What follows belongs to an exercise in optimizing a design on an open flow for small area, a short achievable clock period and few clock cycles per item; a production flow would make more cautious choices.
RTL that was checked went through simulation tests only; none was proved equivalent to the original.
Function not checked in run 1: the RTL went through the layout flow alone.
Power figures rest on the tool's default switching activity, not on a simulated workload.

### design/flow/config.mk
export PLATFORM = sky130hd
export DESIGN_NAME = wkcore
export DESIGN_NICKNAME = wkcore
export VERILOG_FILES = /design/flow/design.v
export SDC_FILE = /design/flow/constraint.sdc
export NUM_CORES = 4
export LEC_CHECK = 0
export CAP_MARGIN = 20
export CORE_MARGIN = 2
export CORE_UTILIZATION = 65
export SLEW_MARGIN = 20
### design/flow/constraint.sdc
create_clock -name core_clock -period 11.0 [get_ports {clk}]
set_input_delay 2.2000 -clock core_clock [delete_from_list [all_inputs] [get_ports {clk}]]
set_output_delay 2.2000 -clock core_clock [all_outputs]
set_load 0.01 [all_outputs]
### design/flow/design.v
module wk_hash_rom (
  input  wire [7:0] key,
  output wire [3:0] slot
);
  localparam [1023:0] TABLE =
      1024'h73b2b0cff8f67cd4c5923a73fe2bf64b94a09b3ee6efeaa1bc092b6f5fde62ee35ca23d30532ee80e7cc1b23f1b8174ca709484c71a2948ea7a890b79aff8da1af13a2428185736ed550288ca6b0fc5f9990a5436d7b9d8efd59b181cc5840e44cbd47c406d76751d36bdd652f25978c44e918369b22dd161d103073656a0150;
  assign slot = TABLE[{key, 2'b00} +: 4];
endmodule
module wk_dict (
  input  wire        clk,
  input  wire        init,      
  input  wire        upd,       
  input  wire [15:0] sel,       
  input  wire [31:0] word,
  output reg         eq_hi,
  output reg         eq_lo
);
  wire [7:0]  k  = word[17:10];
  wire [6:0]  kt = {k[7] ^ k[0], k[6], k[5] ^ k[0], k[4] ^ k[0], k[3] ^ k[0], k[2], k[1]};
  wire [30:0] wt = {word[31:18], kt, word[9:0]};
  reg [30:0] dict [0:15];
  reg [15:0] valid;
  reg [30:0] entry;
  integer j;
  always @(*) begin
    entry = 31'd0;
    for (j = 0; j < 16; j = j + 1)
      entry = entry | (dict[j] & {31{sel[j]}});
  end
  wire v = |(valid & sel);
  integer n;
  always @(posedge clk) begin
    eq_hi <= v ? (wt[30:10] == entry[30:10]) : (word[31:10] == 22'd0);
    eq_lo <= v ? (wt[9:0] == entry[9:0]) : (word[9:0] == 10'd1);
    for (n = 0; n < 16; n = n + 1)
      if (upd && sel[n])
        dict[n] <= wt;
    if (init)
      valid <= 16'd0;
    else if (upd)
      valid <= valid | sel;
  end
endmodule
module wkcore (
  input  wire        clk,
  input  wire        rst,
  input  wire        start,
  input  wire        ack,
  input  wire [31:0] page_words,
  input  wire [31:0] dst_cap_words,
  output wire        busy,
  output wire        done,
  output wire [1:0]  err,
  output wire [31:0] length,
  output wire [9:0]  pg_addr,
  output wire        pg_re,
  input  wire [31:0] pg_rdata,
  output reg  [10:0] dst_addr,
  output reg  [31:0] dst_wdata,
  output reg         dst_we
);
  reg        busy_r, done_r;
  reg [1:0]  err_r;
  reg [10:0] len_r;
  assign busy   = busy_r;
  assign done   = done_r;
  assign err    = err_r;
  assign length = {21'd0, len_r};
  reg pw_lo, pw_hi, cap_hi, cap_lo;
  always @(posedge clk) begin
    pw_lo  <= (page_words[15:0] == 16'd1024);
    pw_hi  <= (page_words[31:16] == 16'd0);
    cap_hi <= |dst_cap_words[31:11];
    cap_lo <= (dst_cap_words[10:0] >= 11'd1562);
  end
  wire pw_ok  = pw_lo & pw_hi;
  wire cap_ok = cap_hi | cap_lo;
  wire accept = start & ~busy_r;
  reg  c1;                        
  wire bad    = c1 & ~(pw_ok & cap_ok);
  reg        rd_on;
  reg [10:0] rd_cnt;
  assign pg_re   = rd_on;
  assign pg_addr = rd_cnt[9:0];
  reg        rdv, va, vb, vc;
  reg [31:0] w_a, w_b, w_c;
  reg [3:0]  s_b, s_c;
  reg [15:0] oh_b;
  reg        z_b, z_c, nzv_b;
  wire [3:0] s_a;
  wk_hash_rom u_rom (.key(w_a[17:10]), .slot(s_a));
  always @(posedge clk) begin
    w_a  <= pg_rdata;
    w_b  <= w_a;
    s_b  <= s_a;
    oh_b <= 16'd1 << s_a;
    z_b  <= (w_a == 32'd0);
    nzv_b <= va & (w_a != 32'd0);
    w_c  <= w_b;
    s_c  <= s_b;
    z_c  <= z_b;
  end
  reg  [10:0] ci;                 
  reg         fin;                
  wire        p2   = ci[10];
  wire        last = (ci[9:0] == 10'd1023);
  wire eq_hi, eq_lo;
  reg  dinit;
  always @(posedge clk)
    dinit <= accept | (vc & ~p2 & (ci[9:0] == 10'd1021));
  wk_dict u_dict (
    .clk   (clk),
    .init  (dinit),
    .upd   (nzv_b),
    .sel   (oh_b),
    .word  (w_b),
    .eq_hi (eq_hi),
    .eq_lo (eq_lo)
  );
  wire       nz   = vc & ~z_c;
  wire       qsym = nz & eq_hi;               
  wire       lsym = nz & eq_hi & ~eq_lo;      
  wire       miss = nz & ~eq_hi;              
  wire [1:0] tag  = {~z_c & (~eq_hi | eq_lo), ~z_c & eq_hi};
  reg [10:0] fptr;      
  reg [2:0]  q_mod;     
  reg [1:0]  l_mod;     
  reg [10:0] lptr;      
  reg [31:0] qacc;
  reg [19:0] lacc;
  reg [31:4] tacc;      
  reg [3:0]  t01;       
  reg [3:0]  tp01;      
  reg        qpend, tpend, h3w;
  wire       pass1 = vc & ~p2;
  wire       padq  = fin & (q_mod != 3'd0);
  wire       padl  = fin & (l_mod != 2'd0);
  wire       q_in  = (p2 & qsym) | padq;
  wire       l_in  = (p2 & lsym) | padl;
  wire [3:0] q_sym = fin ? 4'd0  : s_c;
  wire [9:0] l_sym = fin ? 10'd0 : w_c[9:0];
  reg        q7, l2;                            
  wire       lc    = l_in & l2;                 
  wire       qc    = q_in & q7;                 
  wire       tc    = vc & p2 & (ci[3:0] == 4'd15);
  wire       hdr1  = vc & p2 & (ci[9:0] == 10'd0);
  wire       hdr2  = vc & p2 & (ci[9:0] == 10'd1);
  wire [6:0] t_addr = {~|ci[9:4], ci[9:4]} + 7'd3;
  wire       idle_f = fin & ~padq & ~padl & ~qpend & ~tpend;
  wire wr_f  = pass1 & miss;
  wire wr_l  = ~pass1 & lc;
  wire wr_qp = ~pass1 & ~lc & qpend;
  wire wr_q  = ~pass1 & ~lc & ~qpend & qc;
  wire wr_t  = ~pass1 & ~lc & ~qpend & ~qc & tpend;
  wire wr_h1 = ~pass1 & ~lc & ~qpend & ~qc & ~tpend & hdr1;
  wire wr_h2 = ~pass1 & ~lc & ~qpend & ~qc & ~tpend & hdr2;
  wire wr_h3 = idle_f & ~h3w;
  wire finish = idle_f & h3w;
  always @(posedge clk) begin
    if (rst) begin
      busy_r <= 1'b0;
      done_r <= 1'b0;
      err_r  <= 2'd0;
      len_r  <= 11'd0;
      c1     <= 1'b0;
      rd_on  <= 1'b0;
      rd_cnt <= 11'd0;
      rdv    <= 1'b0;
      va     <= 1'b0;
      vb     <= 1'b0;
      vc     <= 1'b0;
      dst_we <= 1'b0;
      fin    <= 1'b0;
      qpend  <= 1'b0;
      tpend  <= 1'b0;
    end else begin
      c1 <= accept;
      if (accept) begin
        busy_r <= 1'b1;
        done_r <= 1'b0;
        err_r  <= 2'd0;
        len_r  <= 11'd0;
        rd_on  <= 1'b1;
      end else if (bad) begin
        busy_r <= 1'b0;
        done_r <= 1'b1;
        err_r  <= pw_ok ? 2'd2 : 2'd1;
        rd_on  <= 1'b0;
      end else if (finish) begin
        busy_r <= 1'b0;
        done_r <= 1'b1;
        len_r  <= lptr;
      end else if (done_r & ack) begin
        done_r <= 1'b0;
        err_r  <= 2'd0;
      end else if (rd_on & (rd_cnt == 11'd2047)) begin
        rd_on  <= 1'b0;
      end
      if (bad)
        rd_cnt <= 11'd0;
      else if (rd_on)
        rd_cnt <= rd_cnt + 11'd1;
      rdv <= rd_on & ~bad;
      va  <= rdv;
      vb  <= va;
      vc  <= vb;
      dst_we <= wr_f | wr_l | wr_qp | wr_q | wr_t | wr_h1 | wr_h2 | wr_h3;
      if (c1) begin
        fin   <= 1'b0;
        qpend <= 1'b0;
        tpend <= 1'b0;
      end else begin
        if (vc & p2 & last)
          fin <= 1'b1;
        else if (finish)
          fin <= 1'b0;
        if (wr_l & qc)
          qpend <= 1'b1;
        else if (wr_qp)
          qpend <= 1'b0;
        if (tc)
          tpend <= 1'b1;
        else if (wr_t)
          tpend <= 1'b0;
      end
    end
  end
  integer i;
  wire [2:0] q_mod_n = c1 ? 3'd0 :
                       pass1 ? (last ? 3'd0 : q_mod + {2'd0, qsym}) :
                       q_mod + {2'd0, q_in};
  wire [1:0] l_mod_n = (c1 | (~pass1 & l_in & l2)) ? 2'd0 :
                       l_mod + {1'b0, ~pass1 & l_in};
  always @(posedge clk) begin
    q_mod <= q_mod_n;
    l_mod <= l_mod_n;
    q7 <= (q_mod_n == 3'd7);
    l2 <= (l_mod_n == 2'd2);
  end
  always @(posedge clk) begin
    if (c1) begin
      ci    <= 11'd0;
      fptr  <= 11'd68;
      lptr  <= 11'd68;
      h3w   <= 1'b0;
    end else begin
      if (vc)
        ci <= ci + 11'd1;
      if (pass1) begin
        if (miss | (qsym & (q_mod == 3'd0)))
          lptr <= lptr + 11'd1;
      end else begin
        for (i = 0; i < 8; i = i + 1)
          if (q_in && q_mod == i[2:0])
            qacc[4*i +: 4] <= q_sym;
        if (l_in & ~l2) begin
          if (l_mod[0])
            lacc[19:10] <= l_sym;
          else
            lacc[9:0] <= l_sym;
        end
      end
      for (i = 0; i < 2; i = i + 1)
        if (vc && p2 && ci[3:0] == i[3:0])
          t01[2*i +: 2] <= tag;
      for (i = 2; i < 16; i = i + 1)
        if (vc && p2 && ci[3:0] == i[3:0])
          tacc[2*i +: 2] <= tag;
      if (tc)
        tp01 <= t01;
      if (wr_f | wr_qp | wr_q)
        fptr <= fptr + 11'd1;
      if (wr_l)
        lptr <= lptr + 11'd1;
      if (wr_h3)
        h3w <= 1'b1;
    end
    if (pass1) begin
      dst_addr  <= fptr;
      dst_wdata <= w_c;
    end else if (lc) begin
      dst_addr  <= lptr;
      dst_wdata <= {2'b00, l_sym, lacc[19:0]};
    end else if (qpend | qc) begin
      dst_addr  <= fptr;
      dst_wdata <= {qpend ? qacc[31:28] : q_sym, qacc[27:0]};
    end else if (tpend) begin
      dst_addr  <= {4'd0, t_addr};
      dst_wdata <= {tacc[31:4], tp01};
    end else begin
      dst_addr  <= hdr1 ? 11'd1 : hdr2 ? 11'd2 : 11'd3;
      dst_wdata <= {21'd0, hdr1 ? fptr : lptr};
    end
  end
endmodule
### design/flow/flow/run.sh
#!/bin/bash
# Layout flow: the standard flow (standard.sh), with changes in how
# the layout is made:
#  - the port buffers are buf_2 cells instead of the cell buffer_ports picks;
#  - timing repair after CTS and global routing aims for more setup slack;
#  - clock tree synthesis uses clusters of up to 25 sinks and no dummy loads.
# The constraints (constraint.sdc, clock period) are used unchanged.
set -o pipefail
bash standard.sh \
  "BUFFER_PORTS_ARGS=-buffer_cell sky130_fd_sc_hd__buf_2" \
  SETUP_SLACK_MARGIN=7.8 \
  "CTS_ARGS=-sink_clustering_enable -repair_clock_nets -dont_use_dummy_load -sink_clustering_size 25 -sink_clustering_max_diameter 80" \
  finish > standard.log 2>&1
### design/flow/standard.sh
#!/bin/bash
# synth_recipe.tcl (not shown) runs the flow's synth.tcl, then flattens the netlist and writes it again
# the make line also repeats each setting of config.mk as NAME=value (left out here)
make -C /OpenROAD-flow-scripts/flow DESIGN_CONFIG=/design/flow/config.mk WORK_HOME=/design/flow/orfs CLKGATE_MAP_FILE= SYNTH_SCRIPT=/design/flow/synth_recipe.tcl "${@:-finish}"
==> flow_summary_export.csv, run 1 <==
group,metric,value,unit
setup_path,crit_buf_inv,1,
synth,synth_edf_count,584,
setup_path,crit_type,"reg2out",
grt,grt_pass1_wl,124,mm
setup_path,arrival,1.08,ns
placement,place_area,33600,um^2
clock_tree,cts_inserted_buffers,40,
sta,finClkSkew,0.0499,ns
sta,timing.fmax,305,MHz
setup_path,crit_chain,"buf_6",
synth,yosysUniqueCellTypes,90,
grt,grt_usage,33.4,%
synth,ys_seq_area_share,71.0,%
synth,synth_area_leader_cell,"edfxtp_1",
clock_tree,clk_pin_slew_worst_paths,0.10,ns
setup_path,start_kind,"register",
finish,drive_gt1_share,17.5,%
setup_path,slowest_delay,0.36,ns
die,initial_core_util,65.8,%
setup_path,crit_path_end_kind,"primary output",
synth,netlist_instances,2225,
die,core_region_area,49000,um^2
detailed_routing,drt-initial-drc-count,2728,
setup_path,cp_max_fo,2,
sta,timing.final.ws_setup,7.72,ns
grt,antenna_found_initial,1,
detailed_routing,drtPass1Iterations,9,
synth,yosys_warnings,3,
sta,tns,0,ns
placement,hpwl,49.1,mm
detailed_routing,wl_per_cell,28.2,um
clock_tree,cts-htree-levels,2,
synth,yosysTopAreaCellShare,54.5,%
grt,overflow,0,
sta,period_share,29.8,%
finish,n_antenna_cell,0,
sta,setup_violations,0,
synth,syn_area_per_cell,14.5,um^2
finish,n_fill_cell,3277,
sta,finalMaxSlewViolations,0,
detailed_routing,route.detailed.drc,0,
status,status,"timing/DRC/antenna clean",
clock_tree,cts_tree,"yes",
sta,hold_viol,0,
clock_tree,clk_latency,0.57,ns
clock_tree,cts_root_buf,"clkbuf_16",
sta,grt_setup_unrepaired,"true",
grt,grt_max_degree,74,
synth,synth_area,32200,um^2
die,dieWidth,227,um
die,dieArea,51300,um^2
finish,stdcell_count,3031,
setup_path,critPathRequiredTime,8.80,ns
power_and_ir_drop,p_leak,12.1,nW
placement,place_ws,7.51,ns
sta,relSlewSlack,30.9,%
grt,grt_pass1_vias,19785,
sta,tightest_slew,1.04,ns
setup_path,crit_slowest_cell,"dfxtp_4",
hold_path,hold_path_class,"reg2reg",
placement,portBuffers,168,
finish,nNetsFinal,2492,
finish,design_area,35200,um^2
die,rows,81,
clock_tree,clock-sinks,850,
die,dieHeight,227,um
synth,ys_async_sr_fraction,0,%
detailed_routing,via_per_inst,6.76,
detailed_routing,vias,20483,
sta,min_period,3.28,ns
power_and_ir_drop,p_per_area,157,nW/um^2
synth,synth_flop_cell,"edfxtp_1",
clock_tree,cts.path.max_buffers,3,
synth,yosys-top-cells-area,"edfxtp_1, dfxtp_1, a22o_1",
setup_path,crit_family,"flip-flops",
placement,gp_congestion,0.886,
placement,dpl.cell_count,2976,
synth,synth_seq_cells,850,
die,io_pins,191,
job,cap_violations,0,
detailed_routing,ant_nets,0,
finish,synthToLayoutAreaGrowth,9.46,%
detailed_routing,wirelength,85.4,mm
power_and_ir_drop,ir_worst_vdd,0.0872,mV
## cell type report
type	count	area (um^2)	area share (%)
sequential	850	23000	65.1
multi-input combinational	1201	8540	24.2
timing repair buffer	246	1800	5.11
clock buffer	40	1000	2.84
tap	664	831	2.36
inverter	30	113	0.320
## Yosys cell counts (19+ instances only)
| cell | number |
|---|---|
| nor4_1 | 28 |
| nand4_1 | 42 |
| ha_1 | 23 |
| a22oi_1 | 32 |
| buf_4 | 34 |
| a221oi_1 | 123 |
| nand2b_1 | 23 |
| edfxtp_1 | 584 |
| xnor2_1 | 22 |
| a222oi_1 | 20 |
| inv_1 | 24 |
| nor2_1 | 156 |
| dfxtp_1 | 266 |
| nor3_1 | 29 |
| mux2i_1 | 37 |
| a22o_1 | 130 |
| nand3_1 | 19 |
| buf_2 | 60 |
| nand2_1 | 85 |
| clkbuf_1 | 53 |
| a21oi_1 | 66 |
| nor2b_1 | 27 |
| o21ai_0 | 48 |
| xor2_1 | 43 |
| and2_1 | 29 |
## stage by stage
stage          util [%]  power, W  hold WS (ns)
2_1_floorplan         -   0.00385         0.310
3_3_place_gp       68.6   0.00400         0.313
3_5_place_dp       68.7   0.00401         0.313
4_1_cts            71.7   0.00553         0.334
5_1_grt            72.0   0.00567         0.340
6_report           72.0   0.00552         0.330
## state kept, by name, indices dropped and copies added, names as in the netlist, 3 cells and up
signal        flops
ci               11
dst_addr         11
dst_wdata        32
fptr             11
lacc             20
len_r            11
lptr             11
oh_b             16
q_mod             3
qacc             32
rd_cnt           11
s_b               4
s_c               4
t01               4
tacc             28
tp01              4
u_dict.dict     496
u_dict.valid     16
w_a              32
w_b              32
w_c              32
## per-layer routing
metal	up-vias	part of all wire, %	global-route usage, %
met5	-	0	0
met2	1208	48	55.5
met4	0	3.3	11.4
li1	8895	-	-
met1	10210	39	45.1
met3	170	9.8	5.65
## path summary, 6_finish.rpt
| kind | from | to | slack (ns) | cells after the start |
|---|---|---|---|---|
| worst max-delay path | rd_on | pg_re | 7.72 | 1 |
| worst min register to register | s_b[0] | s_c[0] | 0.33 | 0 |
| worst min-delay path | s_b[0] | s_c[0] | 0.33 | 0 |
| worst max register to register | w_a[10] | oh_b[13] | 7.98 | 9 |
## cell families (layout without fill, tap and decap cells)
kind of cell / after synthesis / after routing / share of synthesized area [%]
other: 1 / 21 / 0.0116
flip-flops: 850 / 850 / 71.0
AND/OR/NAND/NOR: 516 / 516 / 8.31
XOR/XNOR: 65 / 65 / 1.77
multiplexers: 52 / 52 / 2.06
buffers and inverters: 194 / 316 / 2.99
AO/OA/AOI/OAI: 524 / 524 / 12.9
adder cells (fa/ha/maj): 23 / 23 / 0.894
## timing repair
| action | in CTS | in global routing |
|---|---|---|
| setup endpoints to repair | 81 | 108 |
| gates cloned | 0 | 0 |
| setup buffers | 14 | 1 |
| gates resized for setup | 113 | 24 |
| hold buffers | 0 | 0 |
## cell usage in the layout, fill, tap and decap left out, drive strengths merged, types with 11 or more instances in the layout
cell type    n
edfxtp     584
dfxtp      266
buf        246
nor2       156
a22o       130
a221oi     125
nand2       86
a21oi       66
o21ai       53
xor2        43
nand4       42
clkbuf      40
mux2i       37
a22oi       32
nor3        30
and2        29
nor4        28
inv         28
nor2b       27
nand2b      23
ha          23
xnor2       22
conb        21
a222oi      20
nand3       19
a221o       14
or3         12
and3        12
mux4        11
## power breakdown
part           total, W  internal [W]  switching [W]  leakage [nW]
Clock           0.00157      0.000653       0.000912         0.493
Sequential      0.00350       0.00345      0.0000455          7.36
Combinational  0.000454      0.000170       0.000284          4.23
==> run 2, diff against run 1 <==
--- a/design/flow/design.v
+++ b/design/flow/design.v
@@ -18,8 +18,9 @@
   wire [7:0]  k  = word[17:10];
   wire [6:0]  kt = {k[7] ^ k[0], k[6], k[5] ^ k[0], k[4] ^ k[0], k[3] ^ k[0], k[2], k[1]};
   wire [30:0] wt = {word[31:18], kt, word[9:0]};
+  wire [30:0] dwr   = init ? {14'd0, 7'd0, 10'd1} : wt;
+  wire [30:0] dwr13 = {dwr[30:11], dwr[10] | init, dwr[9:0]};
   reg [30:0] dict [0:15];
-  reg [15:0] valid;
   reg [30:0] entry;
   integer j;
   always @(*) begin
@@ -27,18 +28,13 @@
     for (j = 0; j < 16; j = j + 1)
       entry = entry | (dict[j] & {31{sel[j]}});
   end
-  wire v = |(valid & sel);
   integer n;
   always @(posedge clk) begin
-    eq_hi <= v ? (wt[30:10] == entry[30:10]) : (word[31:10] == 22'd0);
-    eq_lo <= v ? (wt[9:0] == entry[9:0]) : (word[9:0] == 10'd1);
+    eq_hi <= (wt[30:10] == entry[30:10]);
+    eq_lo <= (wt[9:0] == entry[9:0]);
     for (n = 0; n < 16; n = n + 1)
-      if (upd && sel[n])
-        dict[n] <= wt;
-    if (init)
-      valid <= 16'd0;
-    else if (upd)
-      valid <= valid | sel;
+      if (init || (upd && sel[n]))
+        dict[n] <= (n == 13) ? dwr13 : dwr;
   end
 endmodule
 module wkcore (
==> run 2 against run 1 <==
Still clean on timing, DRC and antenna. Routed wire length down 1.9%. Sequential power up 5%. Synthesized cell count down 2.2%. Non-clock buffer count down 21. Critical endpoint unchanged. Largest cell class unchanged. Largest power group unchanged. Highest routed layer unchanged.
==> flow_summary_export.csv, run 2 <==
group,metric,value,unit
status,status,"timing/DRC/antenna clean",
setup_path,ff2ff_setup_slack,7.93,ns
power_and_ir_drop,p_int,0.00444,W
setup_path,crit_chain,"buf_6",
finish,finalCoreUtilization,71.7,%
detailed_routing,drtPass1Iterations,9,
detailed_routing,route.detailed.drc,0,
synth,yosys_warnings,3,
synth,synth_common_cells,"edfxtp_1, dfxtp_1, a22o_1, a221oi_1, nor2_1",
power_and_ir_drop,p_comb_share,10.4,%
sta,hold_viol,0,
job,cap_violations,0,
clock_tree,cts-htree-levels,2,
setup_path,rr_worst_depth,8,
finish,regArea,22600,um^2
synth,ys_seq_area_share,71.6,%
clock_tree,clock-sinks,834,
power_and_ir_drop,p_sw_share,23.9,%
clock_tree,clk_latency,0.62,ns
sta,timing.fmax,307,MHz
clock_tree,cts_root_buf,"clkbuf_16",
finish,final_cell_mix,"edfxtp_1, dfxtp_1, a22o_1, a221oi_1, nor2_1",
synth,synth_seq_cells,834,
die,dieHeight,224,um
setup_path,start_kind,"register",
sta,tns,0,ns
die,dieWidth,224,um
power_and_ir_drop,power.switching,0.00140,W
sta,relSlewSlack,24.4,%
die,core_region_area,47700,um^2
setup_path,r2r-start,"oh_b[10]",
setup_path,arrival,1.06,ns
setup_path,crit_buf_inv,1,
hold_path,hold_end,"w_b[5]",
sta,finalMaxSlewViolations,0,
placement,portBuffers,168,
finish,final_common_cell,"edfxtp_1",
detailed_routing,wl_per_cell,28.7,um
setup_path,critPathRequiredTime,8.80,ns
finish,nNetsFinal,2426,
finish,top_register,"u_dict.dict",
hold_path,hold_depth,0,
synth,yosys-top-cells-area,"edfxtp_1, dfxtp_1, a22o_1",
detailed_routing,via_per_inst,6.89,
sta,finClkSkew,0.112,ns
sta,fin_hold_ws,0.297,ns
grt,grt_usage,33.0,%
sta,period_share,29.6,%
synth,yosysTopAreaCellShare,55.7,%
synth,netlist_instances,2175,
finish,multi_input_area,8160,um^2
finish,n_antenna_cell,0,
synth,ys_async_sr_fraction,0,%
setup_path,crit_slowest_cell,"dfxtp_4",
synth,synth_edf_count,584,
die,rows,80,
power_and_ir_drop,p_seq_share,63.0,%
power_and_ir_drop,p_per_area,171,nW/um^2
clock_tree,hold_buffers,0,
detailed_routing,vias,20090,
sta,grt_setup_unrepaired,"true",
sta,min_period,3.26,ns
power_and_ir_drop,p_leak,12.1,nW
finish,n_fill_cell,3148,
detailed_routing,ant_nets,0,
finish,drive_gt1_share,16.0,%
sta,setup_violations,0,
finish,synthToLayoutAreaGrowth,8.71,%
grt,antenna_found_initial,0,
finish,largest_reg_flops,496,
detailed_routing,drt-initial-drc-count,3281,
detailed_routing,wirelength,83.8,mm
setup_path,crit_type,"reg2out",
clock_tree,cts.path.max_buffers,3,
placement,hpwl,48.5,mm
synth,synth_area_leader_cell,"edfxtp_1",
hold_path,min-delay-start,"w_a[5]",
clock_tree,clk_pin_slew_worst_paths,0.09,ns
setup_path,crit_family,"flip-flops",
setup_path,slowest_delay,0.36,ns
synth,synth_area,31500,um^2
setup_path,crit_start,"rd_on",
synth,synth_most_common_cell,"edfxtp_1",
synth,syn_area_per_cell,14.5,um^2
power_and_ir_drop,ir_worst_vdd,0.187,mV
die,dieArea,50200,um^2
grt,grt_max_degree,76,
setup_path,cp_max_fo,3,
grt,grt_pass1_wl,121,mm
synth,synth_flop_cell,"edfxtp_1",
placement,gp_congestion,0.912,
grt,overflow,0,
placement,dpl.cell_count,2862,
die,initial_core_util,66.0,%
setup_path,reg2reg_to,"u_dict.eq_hi",
clock_tree,cts_tree,"yes",
synth,yosysUniqueCellTypes,84,
finish,stdcell_count,2916,
setup_path,crit_path_end_kind,"primary output",
clock_tree,cts_inserted_buffers,40,
grt,grt_pass1_vias,18936,
power_and_ir_drop,p_clk_share,26.5,%
die,io_pins,191,
sta,tightest_slew,1.12,ns
hold_path,hold_path_class,"reg2reg",
[run 2: cell types whose count changed in the layout (fill, tap and decap cells not counted), sizes merged, moves of 9 or more]
| cell | previous run | this run |
|---|---|---|
| mux2i | 37 | 19 |
| nor2 | 156 | 126 |
| a22o | 130 | 139 |
| nand4 | 42 | 53 |
| dfxtp | 266 | 250 |
| buf | 246 | 225 |
| a21o | 9 | 19 |
| a22oi | 32 | 7 |
| nor2b | 27 | 64 |
| and2 | 29 | 8 |
| nand2 | 86 | 103 |
| xnor2 | 22 | 37 |
[run 2: layer usage]
metal | global-route usage, % | wire (um) | part of all wire [%] | vias up
li1 | - | - | - | 8657
met1 | 48.3 | 33600 | 40 | 9993
met2 | 50.6 | 38200 | 46 | 1270
met3 | 5.65 | 8930 | 11 | 170
met4 | 12.0 | 3150 | 3.8 | 0
met5 | 0 | 0 | 0 | -
[run 2: cell type report]
type,count,area share [%]
Tap cell,615,2.25
Clock buffer,40,2.92
Sequential cell,834,66.1
Timing Repair Buffer,225,4.60
Multi-Input combinational cell,1171,23.8
Inverter,31,0.340
[run 2: timing repair]
item,CTS,global route
buffers inserted,11,3
endpoints found under the setup margin,88,85
cloned,0,0
gates resized for setup,71,33
[run 2: worst max-delay path by stage]
stage,endpoint,cells past startpoint
floorplan,cap_hi,2
global placement,cap_hi,3
detailed placement,oh_b[15],10
CTS,pg_re,1
global route,pg_re,1
finish,pg_re,1
[run 2: metrics by stage]
step           area (um^2)  total power (W)  setup slack (ns)
6_report             34200          0.00584              7.74
5_1_grt              34200          0.00600              7.71
4_1_cts              34100          0.00584              7.58
3_5_place_dp         32700          0.00434              7.58
3_3_place_gp         32700          0.00432              7.61
2_1_floorplan        31600          0.00409              7.73
[run 2: power by group through the flow]
stage / Sequential [W] / Clock [W] / Combinational (W)
finish: 0.00368 / 0.00155 / 0.000610
global route: 0.00370 / 0.00166 / 0.000644
CTS: 0.00368 / 0.00156 / 0.000597
detailed placement: 0.00375 / 0 / 0.000591
global placement: 0.00374 / 0 / 0.000582
floorplan: 0.00372 / 0 / 0.000371
[run 2: cell families after synthesis]
kind of cell / share of synthesized area, %
AND/OR/NAND/NOR: 8.42
XOR/XNOR: 2.00
flip-flops: 71.6
adder cells (fa/ha/maj): 0.914
AO/OA/AOI/OAI: 13.2
multiplexers: 1.01
buffers and inverters: 2.91
other: 0.0119
Testbench counts of run 2, summed over its fixed seeds: cycles 65,908, items 32.
==> run 3, diff against run 2 <==
--- a/design/flow/flow/run.sh
+++ b/design/flow/flow/run.sh
@@ -8,6 +8,6 @@
 set -o pipefail
 bash standard.sh \
   "BUFFER_PORTS_ARGS=-buffer_cell sky130_fd_sc_hd__buf_2" \
-  SETUP_SLACK_MARGIN=7.8 \
+  SETUP_SLACK_MARGIN=7.7 \
   "CTS_ARGS=-sink_clustering_enable -repair_clock_nets -dont_use_dummy_load -sink_clustering_size 25 -sink_clustering_max_diameter 80" \
   finish > standard.log 2>&1
--- a/design/flow/config.mk
+++ b/design/flow/config.mk
@@ -7,5 +7,5 @@
 export LEC_CHECK = 0
 export CAP_MARGIN = 20
 export CORE_MARGIN = 2
-export CORE_UTILIZATION = 65
+export CORE_UTILIZATION = 70
 export SLEW_MARGIN = 20
==> run 3 against run 2 <==
Global-route usage is 2.8 points higher. Setup slack worse by 0.012 ns. Routed wire length is 0.39% higher. Non-clock buffer count unchanged. Area after synthesis did not move. Register-to-register slack got worse by 0.09 ns. Sequential power barely moved. Clock power about the same. Clock skew down 0.030 ns. Sequential cell count did not move. Sequential share of layout area up 0.65 points. Core utilization rose by 4.7 points. Critical endpoint unchanged.
==> flow_summary_export.csv, run 3 <==
group,metric,value,unit
status,status,"timing/DRC/antenna clean",
clock_tree,clk_pin_slew_worst_paths,0.09,ns
synth,netlist_instances,2175,
die,core_region_area,44300,um^2
clock_tree,cts-htree-levels,2,
finish,n_fill_cell,2733,
sta,finClkSkew,0.0816,ns
clock_tree,clk_latency,0.61,ns
power_and_ir_drop,p_leak,12.0,nW
finish,final_cell_mix,"edfxtp_1, dfxtp_1, buf_2, a22o_1, a221oi_1",
die,dieWidth,216,um
sta,tns,0,ns
synth,yosysUniqueCellTypes,84,
grt,grt_max_degree,76,
setup_path,crit_chain,"buf_2",
finish,top_register,"u_dict.dict",
die,dieArea,46700,um^2
sta,period_share,29.8,%
power_and_ir_drop,p_comb_share,10.5,%
finish,drive_gt1_share,14.1,%
sta,tightest_slew,1.05,ns
placement,gp_congestion,0.957,
placement,portBuffers,168,
clock_tree,cts_inserted_buffers,40,
clock_tree,cts_root_buf,"clkbuf_16",
synth,synth_seq_cells,834,
sta,setup_violations,0,
synth,synth_area_leader_cell,"edfxtp_1",
power_and_ir_drop,p_seq_share,63.0,%
setup_path,start_kind,"register",
detailed_routing,wirelength,84.1,mm
sta,relSlewSlack,29.1,%
setup_path,critPathRequiredTime,8.80,ns
power_and_ir_drop,power.switching,0.00141,W
synth,synth_area,31500,um^2
placement,hpwl,49.2,mm
detailed_routing,wl_per_cell,29.1,um
synth,synth_common_cells,"edfxtp_1, dfxtp_1, a22o_1, a221oi_1, nor2_1",
detailed_routing,drt-initial-drc-count,3545,
setup_path,crit_type,"reg2out",
detailed_routing,route.detailed.drc,0,
power_and_ir_drop,p_per_area,173,nW/um^2
die,io_pins,191,
finish,synthToLayoutAreaGrowth,7.47,%
job,cap_violations,0,
setup_path,crit_buf_inv,1,
detailed_routing,vias,20437,
finish,final_common_cell,"edfxtp_1",
clock_tree,cts.path.max_buffers,3,
grt,grt_usage,35.9,%
power_and_ir_drop,p_clk_share,26.5,%
setup_path,slowest_delay,0.35,ns
sta,hold_viol,0,
setup_path,crit_path_end_kind,"primary output",
synth,yosys-top-cells-area,"edfxtp_1, dfxtp_1, a22o_1",
finish,stdcell_count,2893,
synth,ys_seq_area_share,71.6,%
clock_tree,cts_tree,"yes",
sta,grt_setup_unrepaired,"true",
synth,yosys_warnings,3,
power_and_ir_drop,p_sw_share,24.1,%
synth,synth_most_common_cell,"edfxtp_1",
die,rows,77,
setup_path,cp_max_fo,2,
die,initial_core_util,71.1,%
setup_path,crit_family,"flip-flops",
grt,antenna_found_initial,1,
sta,min_period,3.27,ns
power_and_ir_drop,ir_worst_vdd,0.156,mV
sta,timing.fmax,306,MHz
synth,synth_edf_count,584,
grt,grt_pass1_vias,19630,
sta,finalMaxSlewViolations,0,
synth,ys_async_sr_fraction,0,%
clock_tree,hold_buffers,0,
grt,grt_pass1_wl,124,mm
finish,nNetsFinal,2426,
grt,overflow,0,
hold_path,hold_path_class,"reg2reg",
synth,synth_flop_cell,"edfxtp_1",
setup_path,arrival,1.07,ns
setup_path,crit_slowest_cell,"dfxtp_4",
finish,largest_reg_flops,496,
die,dieHeight,216,um
power_and_ir_drop,p_int,0.00444,W
clock_tree,clock-sinks,834,
synth,yosysTopAreaCellShare,55.7,%
detailed_routing,drtPass1Iterations,9,
detailed_routing,ant_nets,0,
finish,n_antenna_cell,0,
placement,dpl.cell_count,2844,
synth,syn_area_per_cell,14.5,um^2
detailed_routing,via_per_inst,7.06,
[run 3: layer usage]
layer | track usage [%] | share of wire [%]
met5 | 0 | 0.015
met4 | 14.0 | 4.0
met3 | 6.29 | 13
met2 | 54.9 | 46
met1 | 52.4 | 37
[run 3: stage by stage]
stage                     cell area (um^2)  utilization, %  setup WS, ns  power (W)  hold slack [ns]
after floorplan                      31600               -          7.73    0.00409            0.310
after CTS                            33800            76.3          7.70    0.00583            0.336
after global placement               32700            73.8          7.44    0.00432            0.315
after global routing                 33800            76.4          7.68    0.00600            0.337
after detailed placement             32700            73.8          7.42    0.00435            0.313
final                                33800            76.4          7.73    0.00585            0.335
[run 3: cells by family after synthesis]
group                      Yosys count  share of synthesized area (%)
AOI/OAI and AO/OA                  517                           13.2
muxes                               26                           1.01
other                                1                         0.0119
adders and majority gates           23                          0.914
and+or+nand+nor                    512                           8.42
buffers and inverters              190                           2.91
DFF                                834                           71.6
xor gates and xnor gates            72                           2.00
[run 3: cell type report]
type                            count  area, um^2  share of cell area (%)
Tap cell                          592         741                    2.19
Clock buffer                       40        1000                    2.96
Inverter                           31         116                   0.344
Multi-Input combinational cell   1171        8130                    24.0
Timing Repair Buffer              225        1280                    3.77
Sequential cell                   834       22600                    66.7
[run 3: worst paths after layout]
| path | start | end | slack, ns | depth (start not counted) |
|---|---|---|---|---|
| worst min register to register | z_b | z_c | 0.33 | 0 |
| worst max-delay path | rd_on | pg_re | 7.73 | 1 |
| worst max register to register | w_a[11] | oh_b[9] | 7.84 | 11 |
| worst min-delay path | z_b | z_c | 0.33 | 0 |
[run 3: power by group through the flow]
stage	clock network [W]	registers, W	logic (W)
global route	0.00165	0.00370	0.000647
floorplan	0	0.00372	0.000371
CTS	0.00155	0.00368	0.000600
finish	0.00155	0.00369	0.000616
global placement	0	0.00374	0.000584
detailed placement	0	0.00375	0.000594
[run 3: what timing repair did]
item | CTS | global route
buffers inserted | 8 | 1
resized for setup | 21 | 6
endpoints found under the setup margin | 30 | 13
[run 3: worst register-to-register path, delay by kind of cell (launching register included)]
kind	cells	cell delay, ns
AND/OR/NAND/NOR	4	0.94
buffers and inverters	3	0.63
adder cells (fa/ha/maj)	1	0.49
multiplexers	1	0.47
flip-flops	1	0.30
AO/OA/AOI/OAI	2	0.25
==> run 4, diff against run 3 <==
--- a/design/flow/config.mk
+++ b/design/flow/config.mk
@@ -7,5 +7,5 @@
 export LEC_CHECK = 0
 export CAP_MARGIN = 20
 export CORE_MARGIN = 2
-export CORE_UTILIZATION = 70
+export CORE_UTILIZATION = 65
 export SLEW_MARGIN = 20
==> run 4 against run 3 <==
Sequential power about the same. Total power about the same. Sequential cell count unchanged. Critical path type unchanged. Largest power group unchanged.
==> flow_summary_export.csv, run 4 <==
group,metric,value,unit
grt,grt_max_degree,76,
placement,place_ws,7.58,ns
clock_tree,cts-htree-levels,2,
detailed_routing,wl_per_cell,28.6,um
clock_tree,clk_pin_slew_worst_paths,0.09,ns
grt,grt_util_met3,5.63,%
power_and_ir_drop,power.switching,0.00140,W
die,dieWidth,224,um
die,initial_core_util,66.0,%
placement,gp_congestion,0.912,
clock_tree,cts_root_buf,"clkbuf_16",
synth,ys_seq_area_share,71.6,%
detailed_routing,drtPass1Iterations,7,
synth,synth_area_leader_cell,"edfxtp_1",
clock_tree,clk_latency,0.63,ns
grt,busiest_layer,"met2",
detailed_routing,ant_nets,0,
sta,relSlewSlack,24.7,%
synth,yosys-top-cells-area,"edfxtp_1, dfxtp_1, a22o_1",
detailed_routing,via_per_inst,6.86,
placement,dpl.cell_count,2862,
setup_path,crit_slowest_cell,"dfxtp_4",
synth,synth_area,31500,um^2
sta,timing.final.ws_setup,7.73,ns
placement,portBuffers,168,
setup_path,ff2ff_setup_slack,7.80,ns
grt,met1_usage,48.2,%
hold_path,hold_end,"w_b[5]",
setup_path,cp_max_fo,3,
synth,yosysTopAreaCellShare,55.7,%
clock_tree,cts.path.max_buffers,3,
grt,grt_pass1_vias,18871,
setup_path,crit_family,"flip-flops",
setup_path,rr_worst_depth,10,
grt,overflow,0,
die,dieHeight,224,um
synth,synth_common_cells,"edfxtp_1, dfxtp_1, a22o_1, a221oi_1, nor2_1",
setup_path,slowest_delay,0.35,ns
synth,yosys_warnings,3,
hold_path,min-delay-start,"w_a[5]",
hold_path,hold_depth,0,
detailed_routing,vias,19977,
sta,grt_setup_unrepaired,"true",
setup_path,crit_path_end_kind,"primary output",
hold_path,hold_path_class,"reg2reg",
grt,grt_usage,33.0,%
die,core_region_area,47700,um^2
detailed_routing,wirelength,83.4,mm
sta,timing.fmax,306,MHz
clock_tree,clock-sinks,834,
synth,synth_edf_count,584,
die,io_pins,191,
power_and_ir_drop,p_clk_share,26.6,%
setup_path,worst-path-stages,1,
sta,period_share,29.8,%
sta,setup_violations,0,
detailed_routing,route.detailed.drc,0,
setup_path,arrival,1.07,ns
die,rows,80,
grt,antenna_found_initial,0,
setup_path,reg2reg_to,"oh_b[11]",
sta,finClkSkew,0.112,ns
synth,netlist_instances,2175,
power_and_ir_drop,p_per_area,173,nW/um^2
detailed_routing,drt-initial-drc-count,3180,
setup_path,r2r-start,"w_a[10]",
setup_path,crit_buf_inv,1,
finish,final_common_cell,"edfxtp_1",
power_and_ir_drop,ir_worst_vdd,0.185,mV
power_and_ir_drop,p_leak,12.0,nW
power_and_ir_drop,p_comb_share,10.4,%
setup_path,crit_type,"reg2out",
finish,stdcell_count,2912,
power_and_ir_drop,p_int,0.00444,W
finish,n_antenna_cell,0,
status,status,"timing/DRC/antenna clean",
grt,use_met2,50.4,%
synth,synth_most_common_cell,"edfxtp_1",
sta,tns,0,ns
clock_tree,cts_inserted_buffers,40,
finish,finalCoreUtilization,71.0,%
setup_path,crit_chain,"buf_2",
sta,finalMaxSlewViolations,0,
synth,synth_seq_cells,834,
placement,hpwl,48.5,mm
finish,final_cell_mix,"edfxtp_1, dfxtp_1, buf_2, a22o_1, a221oi_1",
synth,ys_async_sr_fraction,0,%
synth,yosysUniqueCellTypes,84,
sta,min_period,3.27,ns
finish,top_register,"u_dict.dict",
power_and_ir_drop,p_seq_share,63.0,%
sta,tightest_slew,1.13,ns
synth,syn_area_per_cell,14.5,um^2
finish,drive_gt1_share,14.6,%
sta,hold_viol,0,
power_and_ir_drop,p_sw_share,24.0,%
power_and_ir_drop,finalPower,0.00584,W
die,dieArea,50200,um^2
finish,largest_reg_flops,496,
clock_tree,cts_tree,"yes",
setup_path,start_kind,"register",
grt,grt_pass1_wl,120,mm
finish,nNetsFinal,2422,
finish,synthToLayoutAreaGrowth,7.58,%
synth,synth_flop_cell,"edfxtp_1",
setup_path,critPathRequiredTime,8.80,ns
job,cap_violations,0,
[run 4: cell types whose count changed in the layout (fill, tap and decap cells not counted), moves of 4 or more]
cell,change
dfxtp_1,-4
a21o_2,+11
buf_4,-6
dfxtp_2,+5
a21o_1,-12
[run 4: area by class of cell]
type	instances	area [um^2]
sequential	834	22600
fill	3212	13900
multi-input combinational	1171	8150
timing repair buffer	221	1260
clock buffer	40	1000
tap	615	769
inverter	31	116
[run 4: through the flow]
step / area [um^2] / hold WS [ns]
2_1_floorplan: 31600 / 0.310
3_3_place_gp: 32700 / 0.311
3_5_place_dp: 32700 / 0.314
4_1_cts: 33800 / 0.304
5_1_grt: 33900 / 0.310
6_report: 33900 / 0.295
[run 4: how the worst max path moves through the flow]
| stage | startpoint | to | slack (ns) |
|---|---|---|---|
| global placement | dst_cap_words[14] | cap_hi | 7.61 |
| global route | rd_on | pg_re | 7.69 |
| detailed placement | w_a[10] | oh_b[15] | 7.58 |
| CTS | rd_on | pg_re | 7.58 |
| floorplan | dst_cap_words[14] | cap_hi | 7.73 |
| finish | rd_on | pg_re | 7.73 |
[run 4: layer usage]
metal  wire length, um  up-vias
li1                  -     8655
met1             33400     9912
met2             38000     1238
met3              8890      172
met4              3120        0
met5                 0        -
[run 4: kinds of logic after synthesis]
family / after synthesis / share of synthesized area, %
AOI/OAI and AO/OA: 517 / 13.2
xor gates and xnor gates: 72 / 2.00
adders and majority gates: 23 / 0.914
buffers and inverters: 190 / 2.91
DFF: 834 / 71.6
muxes: 26 / 1.01
other: 1 / 0.0119
and+or+nand+nor: 512 / 8.42
[run 4: power groups by stage]
stage | combinational (W) | sequential [W] | clock, W
floorplan | 0.000371 | 0.00372 | 0
global placement | 0.000582 | 0.00374 | 0
detailed placement | 0.000591 | 0.00375 | 0
global route | 0.000640 | 0.00370 | 0.00166
finish | 0.000608 | 0.00368 | 0.00156
CTS | 0.000595 | 0.00368 | 0.00156
[run 4: repair_timing]
action / CTS / global route
gates cloned: 0 / 0
setup buffers: 8 / 2
endpoints found under the setup margin: 31 / 11
hold buffers: 0 / 0
resized for setup: 18 / 10
==> run 5, diff against run 4 <==
--- a/design/flow/flow/run.sh
+++ b/design/flow/flow/run.sh
@@ -8,6 +8,6 @@
 set -o pipefail
 bash standard.sh \
   "BUFFER_PORTS_ARGS=-buffer_cell sky130_fd_sc_hd__buf_2" \
-  SETUP_SLACK_MARGIN=7.7 \
-  "CTS_ARGS=-sink_clustering_enable -repair_clock_nets -dont_use_dummy_load -sink_clustering_size 25 -sink_clustering_max_diameter 80" \
+  SETUP_SLACK_MARGIN=7.8 \
+  "CTS_ARGS=-sink_clustering_enable -repair_clock_nets -dont_use_dummy_load -sink_clustering_size 20 -sink_clustering_max_diameter 50" \
   finish > standard.log 2>&1
==> run 5 against run 4 <==
Core utilization up 1.6 points. Critical path type unchanged. Sequential power about the same. Via count up 0.99%. Clock power up 19%.
==> flow_summary_export.csv, run 5 <==
group,metric,value,unit
status,status,"timing/DRC/antenna clean",
die,dieWidth,224,um
synth,ys_seq_area_share,71.6,%
finish,drive_gt1_share,16.6,%
finish,synthToLayoutAreaGrowth,10.1,%
placement,place_ws,7.58,ns
clock_tree,cts_inserted_buffers,57,
grt,busiest_layer,"met2",
setup_path,reg2reg_to,"u_dict.eq_hi",
synth,ys_async_sr_fraction,0,%
synth,synth_xor_area_share,2.00,%
setup_path,cp_max_fo,3,
sta,min_period,3.26,ns
finish,n_fill_cell,3087,
detailed_routing,wl_per_cell,28.7,um
setup_path,crit_chain,"buf_6",
detailed_routing,vias,20174,
setup_path,r2r-start,"oh_b[12]",
clock_tree,cts_root_buf,"clkbuf_16",
die,rows,80,
synth,yosys_warnings,3,
setup_path,rr_worst_depth,8,
power_and_ir_drop,p_leak,12.3,nW
detailed_routing,drtPass1Iterations,9,
die,initial_core_util,66.0,%
finish,design_area,34700,um^2
finish,nNetsFinal,2444,
setup_path,crit_buf_inv,1,
setup_path,slowest_delay,0.35,ns
synth,netlist_instances,2175,
sta,grt_setup_unrepaired,"true",
grt,grt_pass1_wl,121,mm
hold_path,hold_depth,0,
hold_path,hold_end,"z_c",
grt,grt_util_met3,6.26,%
setup_path,crit_family,"flip-flops",
sta,finClkSkew,0.0903,ns
detailed_routing,drt-initial-drc-count,3206,
placement,gp_congestion,0.912,
finish,final_cell_mix,"edfxtp_1, dfxtp_1, a22o_1, a221oi_1, nor2_1",
finish,top_register,"u_dict.dict",
hold_path,hold_path_class,"reg2reg",
sta,timing.final.ws_setup,7.74,ns
power_and_ir_drop,p_per_area,178,nW/um^2
sta,setup_violations,0,
grt,overflow,0,
setup_path,arrival,1.06,ns
synth,synth_flop_cell,"edfxtp_1",
job,cap_violations,0,
die,dieHeight,224,um
synth,synth_area_leader_cell,"edfxtp_1",
setup_path,ff2ff_setup_slack,7.86,ns
die,io_pins,191,
grt,met1_usage,48.0,%
setup_path,crit_slowest_cell,"dfxtp_4",
setup_path,crit_type,"reg2out",
synth,synth.area.mux_share,1.01,%
finish,final_common_cell,"edfxtp_1",
hold_path,min-delay-start,"z_b",
die,dieArea,50200,um^2
placement,portBuffers,168,
detailed_routing,ant_nets,0,
grt,grt_usage,33.2,%
setup_path,critPathRequiredTime,8.80,ns
setup_path,worst-path-stages,1,
synth,synth_area,31500,um^2
synth,yosys-top-cells-area,"edfxtp_1, dfxtp_1, a22o_1",
synth,synth_edf_count,584,
sta,hold_viol,0,
sta,period_share,29.6,%
sta,relSlewSlack,24.8,%
sta,finalMaxSlewViolations,0,
die,core_region_area,47700,um^2
setup_path,crit_path_end_kind,"primary output",
synth,yosysUniqueCellTypes,84,
clock_tree,clock-sinks,834,
placement,place_area,32700,um^2
clock_tree,clk_latency,0.63,ns
synth,yosysTopAreaCellShare,55.7,%
grt,grt_pass1_vias,19128,
clock_tree,cts_tree,"yes",
clock_tree,cts-htree-levels,2,
synth,synth_top_family_by_area,"compound AO/OA/AOI/OAI gates",
detailed_routing,route.detailed.drc,0,
sta,tightest_slew,1.13,ns
grt,grt_max_degree,76,
detailed_routing,wirelength,84.2,mm
synth,synth_fa_ha_area_share,0.914,%
grt,antenna_found_initial,0,
finish,n_antenna_cell,0,
placement,hpwl,48.5,mm
synth,syn_area_per_cell,14.5,um^2
synth,synth_compound_area_share,13.2,%
synth,synth_simple_gate_area_share,8.42,%
sta,tns,0,ns
clock_tree,cts.path.max_buffers,3,
synth,synth_seq_cells,834,
sta,timing.fmax,307,MHz
setup_path,start_kind,"register",
detailed_routing,via_per_inst,6.88,
finish,largest_reg_flops,496,
power_and_ir_drop,ir_worst_vdd,0.146,mV
power_and_ir_drop,finalPower,0.00616,W
grt,use_met2,51.1,%
synth,synth_most_common_cell,"edfxtp_1",
synth,synth_common_cells,"edfxtp_1, dfxtp_1, a22o_1, a221oi_1, nor2_1",
clock_tree,clk_pin_slew_worst_paths,0.07,ns
-- run 5: cell types whose count changed in the layout (fill, tap and decap cells not counted), moves of 2 or more --
cell / before / now
dfxtp_2: 23 / 46
buf_4: 52 / 57
dfxtp_1: 224 / 200
buf_6: 2 / 46
clkbuf_16: 40 / 57
nor2_1: 125 / 123
buf_2: 166 / 122
nor2_2: 0 / 2
-- run 5: logic make-up (layout without fill, tap and decap cells) --
| family | Yosys count | in the layout |
|---|---|---|
| simple gates | 512 | 512 |
| flops | 834 | 834 |
| compound gates | 517 | 517 |
| fa+ha+maj | 23 | 23 |
| xor+xnor | 72 | 72 |
| buf+inv | 190 | 314 |
| other cells | 1 | 21 |
| mux | 26 | 26 |
-- run 5: where the power goes --
| part | switching (W) | leakage, nW | total, W | internal (W) |
|---|---|---|---|---|
| clock network | 0.000952 | 0.702 | 0.00186 | 0.000909 |
| logic | 0.000423 | 3.96 | 0.000611 | 0.000188 |
| registers | 0.0000787 | 7.62 | 0.00368 | 0.00360 |
-- run 5: final cells by class --
type	count	area, um^2	area share [%]
clock buffers	57	1430	4.12
inverters	31	116	0.336
multi-input cells	1171	8160	23.5
flip-flops and latches	834	22600	65.2
well taps	615	769	2.22
repair buffers	226	1580	4.55
-- run 5: worst max-delay path by stage --
stage	endpoint	start	slack (ns)
6_report	pg_re	rd_on	7.74
5_1_grt	busy	busy_r	7.71
4_1_cts	pg_re	rd_on	7.63
3_5_place_dp	oh_b[15]	w_a[10]	7.58
3_3_place_gp	cap_hi	dst_cap_words[14]	7.61
2_1_floorplan	cap_hi	dst_cap_words[14]	7.73
-- run 5: metrics by stage --
stage | std cells | util (%) | hold WS (ns)
3_3_place_gp | 2861 | 68.5 | 0.311
4_1_cts | 2930 | 72.3 | 0.329
5_1_grt | 2934 | 72.6 | 0.330
6_report | 2934 | 72.6 | 0.329
2_1_floorplan | 2195 | - | 0.310
3_5_place_dp | 2862 | 68.6 | 0.314
-- run 5: metal layers --
metal / wire [um] / vias up / part of all wire, %
li1: - / 8699 / -
met1: 33300 / 10031 / 40
met2: 38700 / 1283 / 46
met3: 9300 / 161 / 11
met4: 2900 / 0 / 3.4
met5: 0 / - / 0
-- run 5: repair_timing --
item                       4_1_cts  5_1_grt
setup endpoints to repair       87       85
setup buffers                   11        4
gates resized for setup         74       28
hold buffers                     0        0
==> run 6, diff against run 5 <==
--- a/design/flow/flow/run.sh
+++ b/design/flow/flow/run.sh
@@ -9,5 +9,5 @@
 bash standard.sh \
   "BUFFER_PORTS_ARGS=-buffer_cell sky130_fd_sc_hd__buf_2" \
   SETUP_SLACK_MARGIN=7.8 \
-  "CTS_ARGS=-sink_clustering_enable -repair_clock_nets -dont_use_dummy_load -sink_clustering_size 20 -sink_clustering_max_diameter 50" \
+  "CTS_ARGS=-sink_clustering_enable -repair_clock_nets -dont_use_dummy_load -sink_clustering_size 16 -sink_clustering_max_diameter 60" \
   finish > standard.log 2>&1
==> run 6 against run 5 <==
Still clean. Clock power is 2% higher. Final cell count hardly changed. First-iteration DRC count is 5.3% higher. Via count is 0.23% lower. Hold slack better by 0.00054 ns. Count of clock-buffer cells in the layout is 2 higher. Combinational power hardly changed. Total power is 0.60% higher. Critical path type unchanged. Highest routed layer unchanged.
==> flow_summary_export.csv, run 6 <==
group,metric,value,unit
synth,synth.area.mux_share,1.01,%
clock_tree,clock-sinks,834,
synth,synth_seq_cells,834,
grt,grt_max_degree,76,
synth,synth_top_family_by_area,"compound AO/OA/AOI/OAI gates",
setup_path,start_kind,"register",
finish,stdcell_count,2935,
setup_path,crit_path_end_kind,"primary output",
grt,grt_pass1_vias,19039,
job,cap_violations,0,
detailed_routing,wl_per_cell,28.8,um
setup_path,crit_family,"flip-flops",
setup_path,slowest_delay,0.35,ns
setup_path,cp_max_fo,3,
finish,final_common_cell,"edfxtp_1",
sta,fin_hold_ws,0.329,ns
grt,antenna_found_initial,0,
sta,tightest_slew,1.15,ns
sta,setup_violations,0,
die,core_region_area,47700,um^2
detailed_routing,ant_nets,0,
detailed_routing,drt-initial-drc-count,3377,
synth,netlist_instances,2175,
detailed_routing,via_per_inst,6.86,
synth,ys_seq_area_share,71.6,%
placement,portBuffers,168,
clock_tree,cts-htree-levels,2,
finish,drive_gt1_share,16.6,%
finish,synthToLayoutAreaGrowth,10.2,%
power_and_ir_drop,p_per_area,178,nW/um^2
finish,top_register,"u_dict.dict",
synth,synth_edf_count,584,
clock_tree,cts.path.max_buffers,3,
setup_path,crit_chain,"buf_6",
detailed_routing,route.detailed.drc,0,
setup_path,crit_buf_inv,1,
synth,synth_compound_area_share,13.2,%
finish,multi_input_area,8150,um^2
grt,overflow,0,
synth,synth_simple_gate_area_share,8.42,%
setup_path,critPathRequiredTime,8.80,ns
sta,hold_viol,0,
status,status,"timing/DRC/antenna clean",
synth,synth_fa_ha_area_share,0.914,%
power_and_ir_drop,p_leak,12.3,nW
setup_path,arrival,1.07,ns
synth,synth_most_common_cell,"edfxtp_1",
synth,synth_common_cells,"edfxtp_1, dfxtp_1, a22o_1, a221oi_1, nor2_1",
hold_path,hold_path_class,"reg2reg",
clock_tree,clk_latency,0.66,ns
setup_path,crit_slowest_cell,"dfxtp_4",
placement,gp_congestion,0.912,
sta,period_share,29.7,%
die,dieHeight,224,um
finish,finalCoreUtilization,72.7,%
synth,yosysTopAreaCellShare,55.7,%
sta,tns,0,ns
grt,grt_pass1_wl,122,mm
die,io_pins,191,
synth,yosys_warnings,3,
synth,ys_async_sr_fraction,0,%
placement,hpwl,48.5,mm
die,dieArea,50200,um^2
die,rows,80,
finish,n_fill_cell,3083,
clock_tree,clk_pin_slew_worst_paths,0.07,ns
synth,synth_flop_cell,"edfxtp_1",
finish,largest_reg_flops,496,
sta,grt_setup_unrepaired,"true",
clock_tree,cts_tree,"yes",
synth,synth_xor_area_share,2.00,%
detailed_routing,wirelength,84.5,mm
finish,regArea,22600,um^2
placement,dpl.cell_count,2862,
finish,final_cell_mix,"edfxtp_1, dfxtp_1, a22o_1, a221oi_1, nor2_1",
power_and_ir_drop,ir_worst_vdd,0.141,mV
finish,nNetsFinal,2444,
sta,relSlewSlack,23.5,%
clock_tree,cts_inserted_buffers,59,
detailed_routing,vias,20127,
clock_tree,cts_root_buf,"clkbuf_16",
grt,grt_usage,33.3,%
die,initial_core_util,66.0,%
synth,syn_area_per_cell,14.5,um^2
sta,finalMaxSlewViolations,0,
synth,yosys-top-cells-area,"edfxtp_1, dfxtp_1, a22o_1",
synth,yosysUniqueCellTypes,84,
setup_path,crit_type,"reg2out",
synth,synth_area,31500,um^2
detailed_routing,drtPass1Iterations,6,
sta,timing.fmax,306,MHz
die,dieWidth,224,um
synth,synth_area_leader_cell,"edfxtp_1",
sta,finClkSkew,0.110,ns
sta,min_period,3.27,ns
[run 6: cell counts after synthesis]
Identical to the previous run, type by type.
[run 6: repair_timing]
action	in CTS	in global routing
endpoints found under the setup margin	88	84
gates resized for setup	76	29
pin swaps	0	0
buffers inserted	11	2
hold buffers	0	0
[run 6: worst paths after layout]
check	cells past startpoint	endpoint	start	slack, ns
worst max-delay path	1	pg_re	rd_on	7.73
worst min-delay path	0	z_c	z_b	0.33
worst max register to register	11	oh_b[7]	w_a[11]	7.90
worst min register to register	0	z_c	z_b	0.33
[run 6: routing by layer]
layer  wire length (um)  GRT usage, %
met5                  0             0
met3               9220          5.89
met1              33400          48.5
met4               2960          11.6
met2              38900          51.2
[run 6: metrics by stage]
stage / cell area, um^2 / setup WS [ns] / total power (W)
CTS: 34600 / 7.57 / 0.00620
floorplan: 31600 / 7.73 / 0.00409
detailed placement: 32700 / 7.58 / 0.00434
global placement: 32700 / 7.61 / 0.00432
finish: 34700 / 7.73 / 0.00619
global route: 34700 / 7.71 / 0.00636
[run 6: area by class of cell]
type	instances	area share [%]
Sequential cell	834	65.2
Multi-Input combinational cell	1171	23.5
Timing Repair Buffer	224	4.52
Antenna cell	1	0.00721
Inverter	31	0.335
Tap cell	615	2.22
Clock buffer	59	4.25
[run 6: cell families (layout without fill, tap and decap cells)]
group	count (synthesis)	count (layout)
compound gates	517	517
fa+ha+maj	23	23
simple gates	512	512
other cells	1	22
buf+inv	190	314
xor+xnor	72	72
flops	834	834
mux	26	26
[run 6: power by group]
part	switching [W]	leakage (nW)	internal, W	total (W)
Clock	0.000958	0.727	0.000939	0.00190
Sequential	0.0000786	7.63	0.00361	0.00368
Combinational	0.000422	3.95	0.000188	0.000611
Total	0.00146	12.3	0.00473	0.00619
==> run 7, diff against run 6 <==
--- a/design/flow/design.v
+++ b/design/flow/design.v
@@ -15,26 +15,29 @@
   output reg         eq_hi,
   output reg         eq_lo
 );
-  wire [7:0]  k  = word[17:10];
-  wire [6:0]  kt = {k[7] ^ k[0], k[6], k[5] ^ k[0], k[4] ^ k[0], k[3] ^ k[0], k[2], k[1]};
-  wire [30:0] wt = {word[31:18], kt, word[9:0]};
-  wire [30:0] dwr   = init ? {14'd0, 7'd0, 10'd1} : wt;
-  wire [30:0] dwr13 = {dwr[30:11], dwr[10] | init, dwr[9:0]};
-  reg [30:0] dict [0:15];
-  reg [30:0] entry;
+  localparam [31:0] GT = 32'h9d823896;    
+  wire [7:0]  k    = word[17:10];
+  wire        g    = GT[{k[7], k[4], k[3], k[2], k[0]}];
+  wire [5:0]  code = {k[7] ^ k[0], k[6], k[5] ^ k[0], k[4] ^ k[0], k[2], k[1]} ^ {{5{g}}, 1'b0};
+  wire [29:0] wt   = {word[31:18], code, word[9:0]};
+  wire [29:0] dwr0 = init ? {14'd0, 6'd0, 10'd1} : wt;
+  wire [29:0] dwr1 = {dwr0[29:11], dwr0[10] | init, dwr0[9:0]};
+  wire [29:0] dwr2 = {dwr0[29:12], dwr0[11] | init, dwr0[10:0]};
+  reg [29:0] dict [0:15];
+  reg [29:0] entry;
   integer j;
   always @(*) begin
-    entry = 31'd0;
+    entry = 30'd0;
     for (j = 0; j < 16; j = j + 1)
-      entry = entry | (dict[j] & {31{sel[j]}});
+      entry = entry | (dict[j] & {30{sel[j]}});
   end
   integer n;
   always @(posedge clk) begin
-    eq_hi <= (wt[30:10] == entry[30:10]);
+    eq_hi <= (wt[29:10] == entry[29:10]);
     eq_lo <= (wt[9:0] == entry[9:0]);
     for (n = 0; n < 16; n = n + 1)
       if (init || (upd && sel[n]))
-        dict[n] <= (n == 13) ? dwr13 : dwr;
+        dict[n] <= (n == 5 || n == 6 || n == 13) ? dwr1 : (n == 8) ? dwr2 : dwr0;
   end
 endmodule
 module wkcore (
--- a/design/flow/flow/run.sh
+++ b/design/flow/flow/run.sh
@@ -8,6 +8,6 @@
 set -o pipefail
 bash standard.sh \
   "BUFFER_PORTS_ARGS=-buffer_cell sky130_fd_sc_hd__buf_2" \
-  SETUP_SLACK_MARGIN=7.8 \
-  "CTS_ARGS=-sink_clustering_enable -repair_clock_nets -dont_use_dummy_load -sink_clustering_size 16 -sink_clustering_max_diameter 60" \
+  SETUP_SLACK_MARGIN=7.75 \
+  "CTS_ARGS=-sink_clustering_enable -repair_clock_nets -dont_use_dummy_load -sink_clustering_size 25 -sink_clustering_max_diameter 80" \
   finish > standard.log 2>&1
==> run 7 against run 6 <==
Still clean on timing, DRC and antenna. Sequential cell count is 16 lower. Count of clock-buffer cells in the layout is 21 lower. Fmax is 0.28% higher. Sequential power is 1% lower. Hold slack worse by 0.013 ns. Die area is 1.1% lower. First-iteration DRC count is 12% lower. Clock skew is 0.056 ns lower. Synthesized cell count is 0.78% lower. Critical path type unchanged. Largest cell class unchanged.
==> flow_summary_export.csv, run 7 <==
group,metric,value,unit
synth,yosys_warnings,3,
clock_tree,clock-sinks,818,
synth,synth_area,31100,um^2
setup_path,crit_family,"flip-flops",
detailed_routing,wirelength,81.2,mm
job,cap_violations,0,
detailed_routing,drt-initial-drc-count,2963,
placement,dpl.cell_count,2842,
placement,gp_congestion,0.902,
power_and_ir_drop,p_per_area,170,nW/um^2
placement,hpwl,47.7,mm
synth,synth_edf_count,568,
detailed_routing,drtPass1Iterations,7,
die,dieHeight,223,um
clock_tree,clk_pin_slew_worst_paths,0.09,ns
grt,grt_pass1_wl,119,mm
sta,period_share,29.6,%
detailed_routing,ant_nets,0,
detailed_routing,vias,19898,
grt,overflow,0,
setup_path,cp_max_fo,2,
grt,grt_pass1_vias,18973,
synth,ys_async_sr_fraction,0,%
sta,finalMaxSlewViolations,0,
placement,portBuffers,168,
synth,yosysTopAreaCellShare,54.8,%
detailed_routing,route.detailed.drc,0,
setup_path,crit_type,"reg2out",
power_and_ir_drop,ir_worst_vdd,0.135,mV
die,io_pins,191,
die,dieWidth,223,um
finish,synthToLayoutAreaGrowth,8.65,%
synth,ys_seq_area_share,70.9,%
synth,synth_area_leader_cell,"edfxtp_1",
clock_tree,cts.path.max_buffers,3,
setup_path,crit_slowest_cell,"dfxtp_4",
synth,yosys-top-cells-area,"edfxtp_1, dfxtp_1, a22o_1",
clock_tree,cts_tree,"yes",
hold_path,hold_path_class,"reg2reg",
die,dieArea,49700,um^2
setup_path,slowest_delay,0.36,ns
sta,tns,0,ns
grt,grt_max_degree,75,
finish,drive_gt1_share,15.8,%
status,status,"timing/DRC/antenna clean",
clock_tree,clk_latency,0.61,ns
finish,top_register,"u_dict.dict",
finish,final_cell_mix,"edfxtp_1, dfxtp_1, a22o_1, buf_2, a221oi_1",
synth,yosysUniqueCellTypes,79,
sta,hold_viol,0,
sta,tightest_slew,1.12,ns
power_and_ir_drop,p_leak,12.1,nW
die,initial_core_util,65.5,%
sta,relSlewSlack,24.8,%
die,core_region_area,47500,um^2
sta,grt_setup_unrepaired,"true",
sta,timing.fmax,307,MHz
finish,stdcell_count,2907,
synth,synth_flop_cell,"edfxtp_1",
synth,netlist_instances,2158,
sta,min_period,3.26,ns
synth,syn_area_per_cell,14.4,um^2
setup_path,start_kind,"register",
setup_path,arrival,1.06,ns
grt,grt_usage,32.4,%
setup_path,critPathRequiredTime,8.80,ns
finish,largest_reg_flops,480,
setup_path,crit_buf_inv,1,
setup_path,crit_chain,"buf_6",
setup_path,crit_path_end_kind,"primary output",
clock_tree,cts-htree-levels,2,
finish,final_common_cell,"edfxtp_1",
die,rows,80,
finish,nNetsFinal,2418,
detailed_routing,via_per_inst,6.84,
synth,synth_common_cells,"edfxtp_1, dfxtp_1, a22o_1, a221oi_1, nor2_1",
grt,antenna_found_initial,0,
clock_tree,cts_inserted_buffers,38,
clock_tree,cts_root_buf,"clkbuf_16",
detailed_routing,wl_per_cell,27.9,um
sta,setup_violations,0,
synth,synth_seq_cells,818,
synth,synth_most_common_cell,"edfxtp_1",
sta,finClkSkew,0.0534,ns
finish,n_fill_cell,3177,
## run 7: cell count changes in the layout (fill, tap and decap cells not counted), moves of 8 or more
cell	before	now
a21o_1	7	23
buf_4	55	71
a21oi_1	61	51
mux2i_1	19	34
buf_2	121	132
dfxtp_2	46	36
a21o_2	11	0
buf_6	47	39
clkbuf_16	59	38
dfxtp_1	199	210
edfxtp_1	584	568
## run 7: cell families (layout without fill, tap and decap cells)
family,Yosys count,count (layout),share of synthesized area [%]
fa+ha+maj,25,25,1.00
mux,44,44,1.82
compound gates,500,500,12.8
simple gates,495,495,8.23
other cells,1,22,0.0120
flops,818,818,70.9
xor+xnor,77,77,2.17
buf+inv,198,311,3.12
## run 7: final cells by class
| type | instances | area [um^2] | share of cell area [%] |
|---|---|---|---|
| diodes | 1 | 2.50 | 0.00740 |
| repair buffers | 242 | 1630 | 4.83 |
| well taps | 615 | 769 | 2.28 |
| multi-input cells | 1162 | 8220 | 24.3 |
| clock buffers | 38 | 951 | 2.81 |
| inverters | 31 | 116 | 0.344 |
| flip-flops and latches | 818 | 22100 | 65.4 |
## run 7: what timing repair did
action                                  CTS  global route
pin swaps                                 0             0
hold buffers                              0             0
buffers inserted                         23             3
resized for setup                        67            20
endpoints found under the setup margin   58            69
## run 7: worst paths after layout
check             startpoint  slack, ns  endpoint  cells past startpoint
setup / recovery       rd_on       7.74     pg_re                      1
hold / removal       w_a[20]       0.32   w_b[20]                      0
setup reg to reg     w_a[10]       7.83  oh_b[12]                     10
hold reg to reg      w_a[20]       0.32   w_b[20]                      0
## run 7: report_power, final
part	leakage [nW]	internal, W	switching (W)
clock network	0.468	0.000622	0.000864
registers	7.46	0.00355	0.0000834
logic	4.13	0.000192	0.000431
total	12.1	0.00436	0.00138
## run 7: per-stage QoR
| stage | worst slack, ns | util, % | total power [W] | area, um^2 | hold WS [ns] |
|---|---|---|---|---|---|
| 2_1_floorplan | 7.73 | - | 0.00404 | 31200 | 0.310 |
| 3_3_place_gp | 7.22 | 68.0 | 0.00428 | 32300 | 0.313 |
| 3_5_place_dp | 7.19 | 68.0 | 0.00430 | 32300 | 0.312 |
| 4_1_cts | 7.72 | 70.9 | 0.00574 | 33700 | 0.315 |
| 5_1_grt | 7.71 | 71.1 | 0.00590 | 33800 | 0.334 |
| 6_report | 7.74 | 71.1 | 0.00574 | 33800 | 0.316 |
## run 7: metal layers
layer | part of all wire (%) | vias to the layer above | GRT usage [%] | routed length [um]
met5 | 0 | - | 0 | 0
met2 | 47 | 1248 | 52.3 | 38300
met3 | 10 | 173 | 4.42 | 8190
met4 | 3.1 | 0 | 10.0 | 2530
met1 | 40 | 9871 | 46.5 | 32100
li1 | - | 8606 | - | -
Testbench counts of run 7, summed over its fixed seeds: cycles 65,908, items 32.

## separate check: timing with driven ports
No port has a modelled driver above. Below, the same layouts with a new extraction and two added sets of constraints.
Step 1 sets driving cells, clkbuf_16 on the clock port and buf_2 on the other inputs (assumed; they add their load-dependent delay and slew).
Step 2, shift: input delay + t, output delay - t, t = (earliest + latest rising clock arrival at the registers) / 2. This alone moves slack from input paths to output paths.
a / b / c = no drivers / after step 1 / after step 2; a / b = the first two.
| run | t (ns) | slack for setup (ns) | worst setup path after step 2 | latest minus earliest clock arrival (ns) | worst data-port slew with drivers (ns) |
|---|---|---|---|---|---|
| run 1 | 0.628 | 7.719 / 7.659 / 7.616 | input to register | 0.086 / 0.086 | 0.05 |
| run 2 | 0.629 | 7.739 / 7.680 / 7.628 | input to register | 0.117 / 0.116 | 0.04 |
| run 3 | 0.628 | 7.727 / 7.668 / 7.593 | input to register | 0.088 / 0.088 | 0.04 |
| run 4 | 0.631 | 7.727 / 7.667 / 7.627 | input to register | 0.115 / 0.115 | 0.04 |
| run 5 | 0.650 | 7.744 / 7.685 / 7.609 | input to register | 0.095 / 0.095 | 0.04 |
| run 6 | 0.667 | 7.730 / 7.672 / 7.602 | input to register | 0.111 / 0.111 | 0.04 |
| run 7 | 0.639 | 7.739 / 7.681 / 7.604 | input to register | 0.054 / 0.054 | 0.08 |
After both steps setup and hold are still met in every run listed.
